From an optimization exercise on the open Yosys and OpenROAD flow, aimed at small area, a short achievable clock period and few clock cycles per item; shortcuts taken in it are not production practice.

==> inputs of wip/willow <==
==> flow/design.v <==
module checksum_engine (
    input  wire        clk,
    input  wire        rst,         
    input  wire        cmd_valid,
    output wire        cmd_ready,
    input  wire [31:0] cmd_data,
    output reg         rsp_valid,
    output reg  [7:0]  rsp_data
);
    reg        rsp_v1;
    reg  [7:0] rsp_d1;
    always @(posedge clk) begin
        rsp_valid <= rsp_v1 && !rst;
        rsp_data  <= rsp_d1;
    end
    localparam KEY_MAX = 16;
    localparam N       = 49;        
    localparam [5:0] STEP = 6'd27;  
    localparam [3:0] F_NONE     = 4'd0;
    localparam [3:0] F_ILLEGAL  = 4'd1;
    localparam [3:0] F_NOKEY    = 4'd2;
    localparam [3:0] F_KEYOVF   = 4'd3;
    localparam [3:0] F_GEOMETRY = 4'd4;
    localparam [3:0] F_MODRANGE = 4'd5;
    localparam [3:0] F_RASTER   = 4'd6;
    reg [31:0] q0, q1;
    reg        v0, v1;
    reg        rdy;
    reg        rdy_o;               
    assign cmd_ready = rdy_o;
    wire push = cmd_valid & rdy;
    reg  rst_d;
    wire rsti = rst_d;
    always @(posedge clk) rst_d <= rst;
    wire pop;
    wire v0_n = pop ? (v1 | push) : (v0 | push);
    wire v1_n = pop ? (v1 & push) : (v1 | (v0 & push));
    always @(posedge clk) rdy_o <= rst | !(v0_n & v1_n);
    always @(posedge clk) begin
        if (rst) begin
            v0  <= 1'b0;
            v1  <= 1'b0;
            rdy <= 1'b1;
        end else begin
            if (pop) begin
                if (v1) begin
                    q0 <= q1;
                    v1 <= push;
                    rdy <= !push;
                    if (push) q1 <= cmd_data;
                end else begin
                    v0 <= push;
                    rdy <= 1'b1;
                    if (push) q0 <= cmd_data;
                end
            end else if (!v0) begin
                v0 <= push;
                rdy <= 1'b1;
                if (push) q0 <= cmd_data;
            end else if (!v1) begin
                v1 <= push;
                rdy <= !push;
                if (push) q1 <= cmd_data;
            end
        end
    end
    reg [15:0] crc;
    reg [8*KEY_MAX-1:0] key;
    reg [4:0]  klen;
    reg [3:0]  ph;
    reg [7:0]  size;
    reg [15:0] scale;
    reg [15:0] border;
    reg        run;
    reg        done;                
    reg [14:0] rxd, ryd;            
    reg [16:0] cx, cy;              
    reg [3:0]  flt;
    wire [31:0] c   = q0;
    wire [7:0]  op  = c[31:24];
    wire [23:0] arg = c[23:0];
    wire is_sys_stat  = (c == 32'h01000000);
    wire is_ce_init   = (c == 32'h10000000);
    wire is_ce_data   = (op == 8'h11) && (arg[23:8] == 16'h0);
    wire is_ce_out    = (op == 8'h12) && (arg[23:1] == 23'h0);
    wire is_xs_init   = (c == 32'h20000000);
    wire is_xs_key    = (op == 8'h21) && (arg[23:8] == 16'h0);
    wire is_xs_data   = (op == 8'h22) && (arg[23:8] == 16'h0);
    wire is_br_size   = (op == 8'h30) && (arg[23:8] == 16'h0);
    wire is_br_scale  = (op == 8'h31) && (arg[23:16] == 8'h0);
    wire is_br_border = (op == 8'h32) && (arg[23:16] == 8'h0);
    wire is_br_mod    = (op == 8'h33) && (arg[23:17] == 7'h0);
    wire is_br_start  = (c == 32'h34000000);
    wire is_br_pix    = (c == 32'h35000000);
    wire legal = is_sys_stat | is_ce_init | is_ce_data | is_ce_out |
                 is_xs_init | is_xs_key | is_xs_data |
                 is_br_size | is_br_scale | is_br_border | is_br_mod |
                 is_br_start | is_br_pix;
    wire [7:0] b  = c[7:0];
    wire       v  = c[16];
    wire [7:0] my = c[15:8];
    wire [7:0] mx = c[7:0];
    wire [15:0] table_val;
    crc16_table u_table (
        .idx (crc[7:0] ^ b),
        .val (table_val)
    );
    wire [15:0] crc_next = {8'h00, crc[15:8]} ^ table_val;
    wire        scale_bad  = scale[15] | (scale == 16'h0000);
    wire        border_bad = border[15];
    wire [16:0] side = {9'b0, size} + {border[15:0], 1'b0};
    wire [16:0] xend = {9'b0, size} + {1'b0, border} - 17'd1;   
    wire [16:0] nbd  = 17'd0 - {1'b0, border};                  
    wire [14:0] scm1 = scale[14:0] - 15'd1;
    reg  [1:0]  gst;        
    reg         govf;
    wire        gdone    = gst[1];
    wire        geom_bad = scale_bad | border_bad | govf;
    wire [16:0] gsum     = {1'b0, cy[15:0]} + {1'b0, cx[15:0]};
    reg [N*N-1:0] ring;             
    reg [5:0]     hrow;             
    reg [5:0]     swc;              
    wire [N-1:0]  r0 = ring[N-1:0];
    reg           bv0, bv1;         
    reg           bd0, bd1;         
    reg [5:0]     bt0, bt1;
    reg [N-1:0]   bb0, bb1;
    wire [N-1:0] dec;               
    genvar gi;
    generate
        for (gi = 0; gi < N; gi = gi + 1) begin : g_dec
            assign dec[gi] = (mx[5:0] == gi);
        end
    endgenerate
    wire at_head = (my[5:0] == hrow);
    wire dt0  = bv0 && bd0;
    wire dt1  = bv1 && bd1;
    wire fl0  = dt0 && (bt0 == hrow);
    wire fl1  = dt1 && (bt1 == hrow);
    wire hit0 = dt0 && (bt0 == my[5:0]);
    wire hit1 = dt1 && (bt1 == my[5:0]);
    wire free0 = !dt0 || fl0;
    wire free1 = !dt1 || fl1;
    wire in_x = !cx[16] && (cx[15:0] < N);
    wire in_y = !cy[16] && (cy[15:0] < N);
    wire m0 = bv0 && !bd0 && (bt0 == cy[5:0]);
    wire m1 = bv1 && !bd1 && (bt1 == cy[5:0]);
    wire rb_ok = m0 || m1;
    wire [N-1:0] rbsel = m0 ? bb0 : bb1;
    wire [N-1:0] xdec;
    generate
        for (gi = 0; gi < N; gi = gi + 1) begin : g_xdec
            assign xdec[gi] = (cx[5:0] == gi);
        end
    endgenerate
    wire pix_black = in_x && in_y && |(xdec & rbsel);
    reg [7:0] key_rd;
    integer ki;
    always @(*) begin
        key_rd = 8'h00;
        for (ki = 0; ki < KEY_MAX; ki = ki + 1)
            key_rd = key_rd | ({8{ph == ki}} & key[8*ki +: 8]);
    end
    wire pix_bad   = !run || done;
    wire x_last    = (rxd == 15'd0) && (cx == xend);
    wire y_last    = (ryd == 15'd0) && (cy == xend);
    wire mod_bad = (mx >= size) || (my >= size) || (mx >= N) || (my >= N);
    wire key_full = (klen == KEY_MAX);
    wire key_none = (klen == 5'd0);
    reg [3:0] fault;
    always @(*) begin
        fault = F_NONE;
        if (!legal)                       fault = F_ILLEGAL;
        else if (is_xs_data && key_none)  fault = F_NOKEY;
        else if (is_xs_key  && key_full)  fault = F_KEYOVF;
        else if (is_br_start && geom_bad) fault = F_GEOMETRY;
        else if (is_br_mod && mod_bad)    fault = F_MODRANGE;
        else if (is_br_pix && pix_bad)    fault = F_RASTER;
    end
    wire live = v0 && (flt == F_NONE);
    wire mod_wait = !mod_bad && !at_head && (!v || !(hit0 || hit1 || free0 || free1));
    wire pix_wait = !pix_bad && in_y && !rb_ok;
    wire stall = live && ((is_br_start && !gdone) ||
                          (is_br_mod && mod_wait) ||
                          (is_br_pix && pix_wait));
    assign pop = v0 && !stall;
    wire exec = pop && (flt == F_NONE);
    wire ok   = exec && (fault == F_NONE);
    wire clr_now  = rsti || (ok && is_br_size);
    wire sweep    = clr_now || (swc != 6'd0);
    wire dir_set  = ok && is_br_mod && v && at_head;
    wire dir_clr  = ok && is_br_mod && !v;        
    wire buf_wr   = ok && is_br_mod && v && !at_head;
    wire [N-1:0] head_new =
        (((sweep ? {N{1'b0}} : r0) |
          (clr_now ? {N{1'b0}} : ((fl0 ? bb0 : {N{1'b0}}) | (fl1 ? bb1 : {N{1'b0}})))) |
         (dir_set ? dec : {N{1'b0}})) & ~(dir_clr ? dec : {N{1'b0}});
    reg       rsp_v_n;
    reg [7:0] rsp_d_n;
    always @(*) begin
        rsp_v_n = 1'b0;
        rsp_d_n = {4'h0, flt};
        if (pop && is_sys_stat) begin
            rsp_v_n = 1'b1;
        end else if (ok) begin
            if (is_ce_out) begin
                rsp_v_n = 1'b1;
                rsp_d_n = c[0] ? crc[7:0] : crc[15:8];
            end else if (is_xs_key) begin
                rsp_v_n = 1'b1;
                rsp_d_n = b;
            end else if (is_xs_data) begin
                rsp_v_n = 1'b1;
                rsp_d_n = b ^ key_rd;
            end else if (is_br_pix) begin
                rsp_v_n = 1'b1;
                rsp_d_n = {7'h00, pix_black};
            end
        end
    end
    always @(posedge clk) begin
        rsp_d1 <= rsp_d_n;
        rsp_v1 <= rsp_v_n && !rst;
        if (rsti)
            flt <= F_NONE;
        else if (exec && fault != F_NONE)
            flt <= fault;
    end
    always @(posedge clk) begin
        if (rsti)
            crc <= 16'h0000;
        else if (ok && is_ce_init)
            crc <= 16'h0000;
        else if (ok && is_ce_data)
            crc <= crc_next;
    end
    always @(posedge clk) begin
        if (rsti) begin
            klen <= 5'd0;
            ph   <= 4'd0;
        end else if (ok) begin
            if (is_xs_init) begin
                klen <= 5'd0;
                ph   <= 4'd0;
            end else if (is_xs_key) begin
                klen <= klen + 5'd1;
            end else if (is_xs_data) begin
                if ({1'b0, ph} + 5'd1 == klen)
                    ph <= 4'd0;
                else
                    ph <= ph + 4'd1;
            end
        end
    end
    always @(posedge clk) begin
        for (ki = 0; ki < KEY_MAX; ki = ki + 1)
            if (ok && is_xs_key && klen[3:0] == ki)
                key[8*ki +: 8] <= b;
    end
    always @(posedge clk) begin
        if (rsti) begin
            size   <= 8'd0;
            scale  <= 16'd4;
            border <= 16'd2;
            run    <= 1'b0;
            done   <= 1'b0;
        end else if (ok) begin
            if (is_br_size) begin
                size <= b;
                run  <= 1'b0;
            end else if (is_br_scale) begin
                scale <= c[15:0];
                run   <= 1'b0;
            end else if (is_br_border) begin
                border <= c[15:0];
                run    <= 1'b0;
            end else if (is_br_mod) begin
                run <= 1'b0;
            end else if (is_br_start) begin
                run  <= 1'b1;
                done <= (side == 17'd0);
            end else if (is_br_pix) begin
                if (x_last && y_last)
                    done <= 1'b1;
            end
        end
    end
    wire gchange = ok && (is_br_size || is_br_scale || is_br_border);
    always @(posedge clk) begin
        if (ok && is_br_start) begin
            rxd <= scm1;
            ryd <= scm1;
            cx  <= nbd;
            cy  <= nbd;
        end else if (ok && is_br_pix) begin
            if (rxd == 15'd0) begin
                rxd <= scm1;
                if (cx == xend) begin
                    cx <= nbd;
                    if (ryd == 15'd0) begin
                        ryd <= scm1;
                        cy  <= cy + 17'd1;
                    end else begin
                        ryd <= ryd - 15'd1;
                    end
                end else begin
                    cx <= cx + 17'd1;
                end
            end else begin
                rxd <= rxd - 15'd1;
            end
        end else if (!gchange && gst == 2'd0) begin
            rxd <= scale[14:0];
            cx  <= side;
            cy  <= 17'd0;
        end else if (!gchange && gst == 2'd1 && rxd != 15'd0) begin
            if (rxd[0])
                cy <= gsum;
            cx  <= {cx[16] | cx[15], cx[14:0], 1'b0};
            rxd <= {1'b0, rxd[14:1]};
        end
    end
    always @(posedge clk) begin
        if (rsti || gchange) begin
            gst <= 2'd0;
        end else if (gst == 2'd0) begin
            govf <= 1'b0;
            gst  <= 2'd1;
        end else if (gst == 2'd1) begin
            if (rxd == 15'd0)
                gst <= 2'd2;
            else if (rxd[0] && (gsum[16] || cx[16]))
                govf <= 1'b1;
        end
    end
    always @(posedge clk) begin
        ring <= {head_new, ring[N*N-1:N]};
    end
    always @(posedge clk) begin
        if (rsti) begin
            hrow <= 6'd0;
            swc  <= 6'd48;
        end else begin
            hrow <= (hrow + STEP >= N) ? hrow + STEP - N : hrow + STEP;
            if (ok && is_br_size)
                swc <= 6'd48;
            else if (swc != 6'd0)
                swc <= swc - 6'd1;
        end
    end
    wire [5:0] cyc   = cy[16] ? 6'd0 : cy[5:0];
    wire       want  = (hrow == cyc) || (hrow == cyc + 6'd1);
    wire       alloc0 = buf_wr && !hit0 && !hit1 && free0;
    wire       alloc1 = buf_wr && !hit0 && !hit1 && !free0;
    wire       start  = ok && is_br_start;
    wire       cap0   = want && !hrow[0] && !bd0;
    wire       cap1   = want &&  hrow[0] && !bd1;
    always @(posedge clk) begin
        if (clr_now) begin
            bv0 <= 1'b0;
            bd0 <= 1'b0;
        end else if (alloc0) begin
            bv0 <= 1'b1;
            bd0 <= 1'b1;
            bt0 <= my[5:0];
            bb0 <= dec;
        end else if (buf_wr && hit0) begin
            bb0 <= bb0 | dec;
        end else if (fl0) begin
            bd0 <= 1'b0;
            bb0 <= head_new;
        end else if (start) begin
            if (!bd0) bv0 <= 1'b0;
        end else if (cap0) begin
            bv0 <= 1'b1;
            bt0 <= hrow;
            bb0 <= head_new;
        end
    end
    always @(posedge clk) begin
        if (clr_now) begin
            bv1 <= 1'b0;
            bd1 <= 1'b0;
        end else if (alloc1) begin
            bv1 <= 1'b1;
            bd1 <= 1'b1;
            bt1 <= my[5:0];
            bb1 <= dec;
        end else if (buf_wr && hit1) begin
            bb1 <= bb1 | dec;
        end else if (fl1) begin
            bd1 <= 1'b0;
            bb1 <= head_new;
        end else if (start) begin
            if (!bd1) bv1 <= 1'b0;
        end else if (cap1) begin
            bv1 <= 1'b1;
            bt1 <= hrow;
            bb1 <= head_new;
        end
    end
endmodule
module crc16_table (
    input  wire [7:0]  idx,
    output reg  [15:0] val
);
    integer i;
    reg [15:0] r;
    always @(*) begin
        r = {8'h00, idx};
        for (i = 0; i < 8; i = i + 1)
            r = r[0] ? ((r >> 1) ^ 16'hA001) : (r >> 1);
        val = r;
    end
endmodule
==> flow/run.sh <==
#!/bin/bash
# synth_recipe.tcl (not shown) runs the flow's synth.tcl, then flattens the netlist and writes it again
# the make line also repeats each setting of config.mk as NAME=value (left out here)
make -C /OpenROAD-flow-scripts/flow DESIGN_CONFIG=/design/flow/config.mk WORK_HOME=/design/flow/orfs CLKGATE_MAP_FILE= SYNTH_SCRIPT=/design/flow/synth_recipe.tcl finish
==> flow/config.mk <==
export PLATFORM = sky130hd
export DESIGN_NAME = checksum_engine
export DESIGN_NICKNAME = checksum_engine
export VERILOG_FILES = /design/flow/design.v
export SDC_FILE = /design/flow/constraint.sdc
export NUM_CORES = 4
export LEC_CHECK = 0
export CAP_MARGIN = 20
export CORE_MARGIN = 2
export CORE_UTILIZATION = 55
export CTS_BUF_LIST = sky130_fd_sc_hd__clkbuf_4 sky130_fd_sc_hd__clkbuf_8
export CTS_CLUSTER_SIZE = 30
export SLEW_MARGIN = 20
==> flow/constraint.sdc <==
create_clock -name core_clock -period 35.0 [get_ports {clk}]
set_input_delay 7.0000 -clock core_clock [delete_from_list [all_inputs] [get_ports {clk}]]
set_output_delay 7.0000 -clock core_clock [all_outputs]
set_load 0.01 [all_outputs]
==> inputs of wip/pepper, as changes to wip/willow <==
--- a/flow/design.v
+++ b/flow/design.v
@@ -73,8 +73,9 @@
     reg [15:0] border;
     reg        run;
     reg        done;                
-    reg [14:0] rxd, ryd;            
-    reg [16:0] cx, cy;              
+    reg [14:0] rx, ry;
+    reg [15:0] cx, cy;
+    reg        xr, yr;
     reg [3:0]  flt;
     wire [31:0] c   = q0;
     wire [7:0]  op  = c[31:24];
@@ -109,14 +110,14 @@
     wire        scale_bad  = scale[15] | (scale == 16'h0000);
     wire        border_bad = border[15];
     wire [16:0] side = {9'b0, size} + {border[15:0], 1'b0};
-    wire [16:0] xend = {9'b0, size} + {1'b0, border} - 17'd1;   
-    wire [16:0] nbd  = 17'd0 - {1'b0, border};                  
-    wire [14:0] scm1 = scale[14:0] - 15'd1;
+    wire        bd_zero = (border == 16'd0);
+    wire        sz_zero = (size == 8'd0);
+    wire [15:0] col0    = bd_zero ? 16'd0 : ~border;    
     reg  [1:0]  gst;        
     reg         govf;
     wire        gdone    = gst[1];
     wire        geom_bad = scale_bad | border_bad | govf;
-    wire [16:0] gsum     = {1'b0, cy[15:0]} + {1'b0, cx[15:0]};
+    wire [16:0] gsum     = {1'b0, cy} + {1'b0, cx};
     reg [N*N-1:0] ring;             
     reg [5:0]     hrow;             
     reg [5:0]     swc;              
@@ -141,8 +142,8 @@
     wire hit1 = dt1 && (bt1 == my[5:0]);
     wire free0 = !dt0 || fl0;
     wire free1 = !dt1 || fl1;
-    wire in_x = !cx[16] && (cx[15:0] < N);
-    wire in_y = !cy[16] && (cy[15:0] < N);
+    wire in_x = !cx[15] && (cx < N);
+    wire in_y = !cy[15] && (cy < N);
     wire m0 = bv0 && !bd0 && (bt0 == cy[5:0]);
     wire m1 = bv1 && !bd1 && (bt1 == cy[5:0]);
     wire rb_ok = m0 || m1;
@@ -162,8 +163,16 @@
             key_rd = key_rd | ({8{ph == ki}} & key[8*ki +: 8]);
     end
     wire pix_bad   = !run || done;
-    wire x_last    = (rxd == 15'd0) && (cx == xend);
-    wire y_last    = (ryd == 15'd0) && (cy == xend);
+    wire [15:0] cx_inc = cx + 16'd1;
+    wire [15:0] cy_inc = cy + 16'd1;
+    wire x_bend = cx[15] && (cx == 16'hFFFE);               
+    wire y_bend = cy[15] && (cy == 16'hFFFE);
+    wire x_send = !cx[15] && (cx_inc == {8'h00, size});     
+    wire y_send = !cy[15] && (cy_inc == {8'h00, size});
+    wire x_end  = (x_bend && xr) || (x_send && bd_zero);    
+    wire y_end  = (y_bend && yr) || (y_send && bd_zero);
+    wire rx_one = (rx == 15'd1);
+    wire ry_one = (ry == 15'd1);
     wire mod_bad = (mx >= size) || (my >= size) || (mx >= N) || (my >= N);
     wire key_full = (klen == KEY_MAX);
     wire key_none = (klen == 5'd0);
@@ -278,9 +287,9 @@
                 run <= 1'b0;
             end else if (is_br_start) begin
                 run  <= 1'b1;
-                done <= (side == 17'd0);
+                done <= sz_zero && bd_zero;
             end else if (is_br_pix) begin
-                if (x_last && y_last)
+                if (rx_one && x_end && ry_one && y_end)
                     done <= 1'b1;
             end
         end
@@ -288,36 +297,63 @@
     wire gchange = ok && (is_br_size || is_br_scale || is_br_border);
     always @(posedge clk) begin
         if (ok && is_br_start) begin
-            rxd <= scm1;
-            ryd <= scm1;
-            cx  <= nbd;
-            cy  <= nbd;
+            rx <= scale[14:0];
+            ry <= scale[14:0];
+            cx <= col0;
+            cy <= col0;
+            xr <= 1'b0;
+            yr <= 1'b0;
         end else if (ok && is_br_pix) begin
-            if (rxd == 15'd0) begin
-                rxd <= scm1;
-                if (cx == xend) begin
-                    cx <= nbd;
-                    if (ryd == 15'd0) begin
-                        ryd <= scm1;
-                        cy  <= cy + 17'd1;
+            if (rx_one) begin
+                rx <= scale[14:0];
+                if (x_end) begin
+                    cx <= col0;
+                    xr <= 1'b0;
+                    if (ry_one) begin
+                        ry <= scale[14:0];
+                        if (y_bend || y_send) begin
+                            if (!cy[15] && !bd_zero) begin
+                                cy <= ~border;
+                                yr <= 1'b1;
+                            end else if (cy[15] && !yr && !sz_zero) begin
+                                cy <= 16'd0;
+                            end else begin
+                                cy <= ~border;
+                                yr <= 1'b1;
+                            end
+                        end else begin
+                            cy <= cy_inc;
+                        end
                     end else begin
-                        ryd <= ryd - 15'd1;
+                        ry <= ry - 15'd1;
+                    end
+                end else if (x_bend || x_send) begin
+                    if (!cx[15] && !bd_zero) begin
+                        cx <= ~border;
+                        xr <= 1'b1;
+                    end else if (cx[15] && !xr && !sz_zero) begin
+                        cx <= 16'd0;
+                    end else begin
+                        cx <= ~border;
+                        xr <= 1'b1;
                     end
                 end else begin
-                    cx <= cx + 17'd1;
+                    cx <= cx_inc;
                 end
             end else begin
-                rxd <= rxd - 15'd1;
+                rx <= rx - 15'd1;
             end
         end else if (!gchange && gst == 2'd0) begin
-            rxd <= scale[14:0];
-            cx  <= side;
-            cy  <= 17'd0;
-        end else if (!gchange && gst == 2'd1 && rxd != 15'd0) begin
-            if (rxd[0])
-                cy <= gsum;
-            cx  <= {cx[16] | cx[15], cx[14:0], 1'b0};
-            rxd <= {1'b0, rxd[14:1]};
+            rx <= scale[14:0];
+            cx <= side[15:0];
+            xr <= side[16];
+            cy <= 16'd0;
+        end else if (!gchange && gst == 2'd1 && rx != 15'd0) begin
+            if (rx[0])
+                cy <= gsum[15:0];
+            cx <= {cx[14:0], 1'b0};
+            xr <= xr | cx[15];
+            rx <= {1'b0, rx[14:1]};
         end
     end
     always @(posedge clk) begin
@@ -327,9 +363,9 @@
             govf <= 1'b0;
             gst  <= 2'd1;
         end else if (gst == 2'd1) begin
-            if (rxd == 15'd0)
+            if (rx == 15'd0)
                 gst <= 2'd2;
-            else if (rxd[0] && (gsum[16] || cx[16]))
+            else if (rx[0] && (gsum[16] || xr))
                 govf <= 1'b1;
         end
     end
@@ -348,7 +384,7 @@
                 swc <= swc - 6'd1;
         end
     end
-    wire [5:0] cyc   = cy[16] ? 6'd0 : cy[5:0];
+    wire [5:0] cyc   = cy[15] ? 6'd0 : cy[5:0];
     wire       want  = (hrow == cyc) || (hrow == cyc + 6'd1);
     wire       alloc0 = buf_wr && !hit0 && !hit1 && free0;
     wire       alloc1 = buf_wr && !hit0 && !hit1 && !free0;
==> flow/flow/run.sh (new file) <==
#!/bin/bash
# Own flow: the standard layout (standard.sh), with the port buffers that
# global placement inserts made sky130_fd_sc_hd__buf_4 instead of the default
# pick (a slow delay buffer). Each ORFS step keeps its own log under
# orfs/logs/; the make output is kept in standard.log.
set -euo pipefail
export BUFFER_PORTS_ARGS="-buffer_cell sky130_fd_sc_hd__buf_4"
bash standard.sh > standard.log 2>&1
==> flow/standard.sh (new file) <==
#!/bin/bash
# synth_recipe.tcl (not shown) runs the flow's synth.tcl, then flattens the netlist and writes it again
# the make line also repeats each setting of config.mk as NAME=value (left out here)
make -C /OpenROAD-flow-scripts/flow DESIGN_CONFIG=/design/flow/config.mk WORK_HOME=/design/flow/orfs CLKGATE_MAP_FILE= SYNTH_SCRIPT=/design/flow/synth_recipe.tcl "${@:-finish}"
- CORE_UTILIZATION: 55 -> 40
- CTS_BUF_LIST: sky130_fd_sc_hd__clkbuf_4 sky130_fd_sc_hd__clkbuf_8 -> unset
- CTS_CLUSTER_DIAMETER: unset -> 70
- CTS_CLUSTER_SIZE: 30 -> 20
removed: flow/run.sh
==> tab_implementation.tex <==
\begin{tabular}{lr}
\hline
Metric & Value \\
\hline
\multicolumn{2}{l}{\textbf{STA}} \\
Worst slew margin & 0.220 \\
\multicolumn{2}{l}{\textbf{Placement}} \\
Post-detailed-placement cell area & 81,400 um2 \\
Cells after DPL & 7,510 \\
\multicolumn{2}{l}{\textbf{Setup path}} \\
Biggest cell delay along the critical path & 530 ps \\
Worst setup path end & rsp\_data[1] \\
\multicolumn{2}{l}{\textbf{Drt}} \\
Pre-Repair DR Iteration Count & 6 \\
\multicolumn{2}{l}{\textbf{Cells and area}} \\
Non-clock buffer share & 0.0104 \\
Final std cells w/o fill & 8,240 \\
Number of clock buffer instances in the layout & 658 \\
\multicolumn{2}{l}{\textbf{Outcome}} \\
Result of the run & finished clean \\
\hline
\end{tabular}
-- figures above: wip/willow

==> tab_implementation.tex <==
\begin{tabular}{lr}
\hline
Metric & Value \\
\hline
\multicolumn{2}{l}{\textbf{Outcome}} \\
Result of the run & finished clean \\
\multicolumn{2}{l}{\textbf{STA}} \\
Worst slew margin & 0.223 \\
\multicolumn{2}{l}{\textbf{Cells and area}} \\
Final std cells w/o fill & 7,907 \\
Number of clock buffer instances in the layout & 194 \\
Non-clock buffer share & 0.00919 \\
\multicolumn{2}{l}{\textbf{Setup path}} \\
Worst setup path end & cmd\_ready \\
Biggest cell delay along the critical path & 340 ps \\
\multicolumn{2}{l}{\textbf{Placement}} \\
Post-detailed-placement cell area & 79,800 um2 \\
Cells after DPL & 7,673 \\
\multicolumn{2}{l}{\textbf{Drt}} \\
Pre-Repair DR Iteration Count & 9 \\
\hline
\end{tabular}
-- figures above: wip/pepper

No functional check of the RTL was part of any run of this note.

static timing again, ports no longer ideal:
The results above use ideal ports. As a check the final layouts listed here were re-extracted and re-timed, cells and wires unchanged. Step 1 assumes that a clkbuf_16 drives the clock port and a buf_2 every other input. Step 2 adds t to the input delays and takes it off the output delays; t is the mean of the earliest and latest rising clock arrival at the registers after step 1. Input paths then give back, and output paths get back, about the clock's delay inside the block. Slacks: ideal / step 1 / step 2; pairs: ideal / step 1.
run | shift t [ns] | setup slack, ns | worst hold slack (ns) | clock arrival spread, ns | cell pins on the clock port's net
wip/willow | 1.080 | 26.115 / 26.038 / 25.881 | 0.262 / 0.262 / 0.262 | 0.086 / 0.086 | 1
wip/pepper | 0.898 | 26.699 / 26.615 / 26.469 | 0.289 / 0.289 / 0.289 | 0.081 / 0.081 | 1
After both steps every run listed still meets setup and hold. The setup slack of wip/willow, which loses most, moves by -0.077 ns with the drivers and by -0.234 ns with both steps.
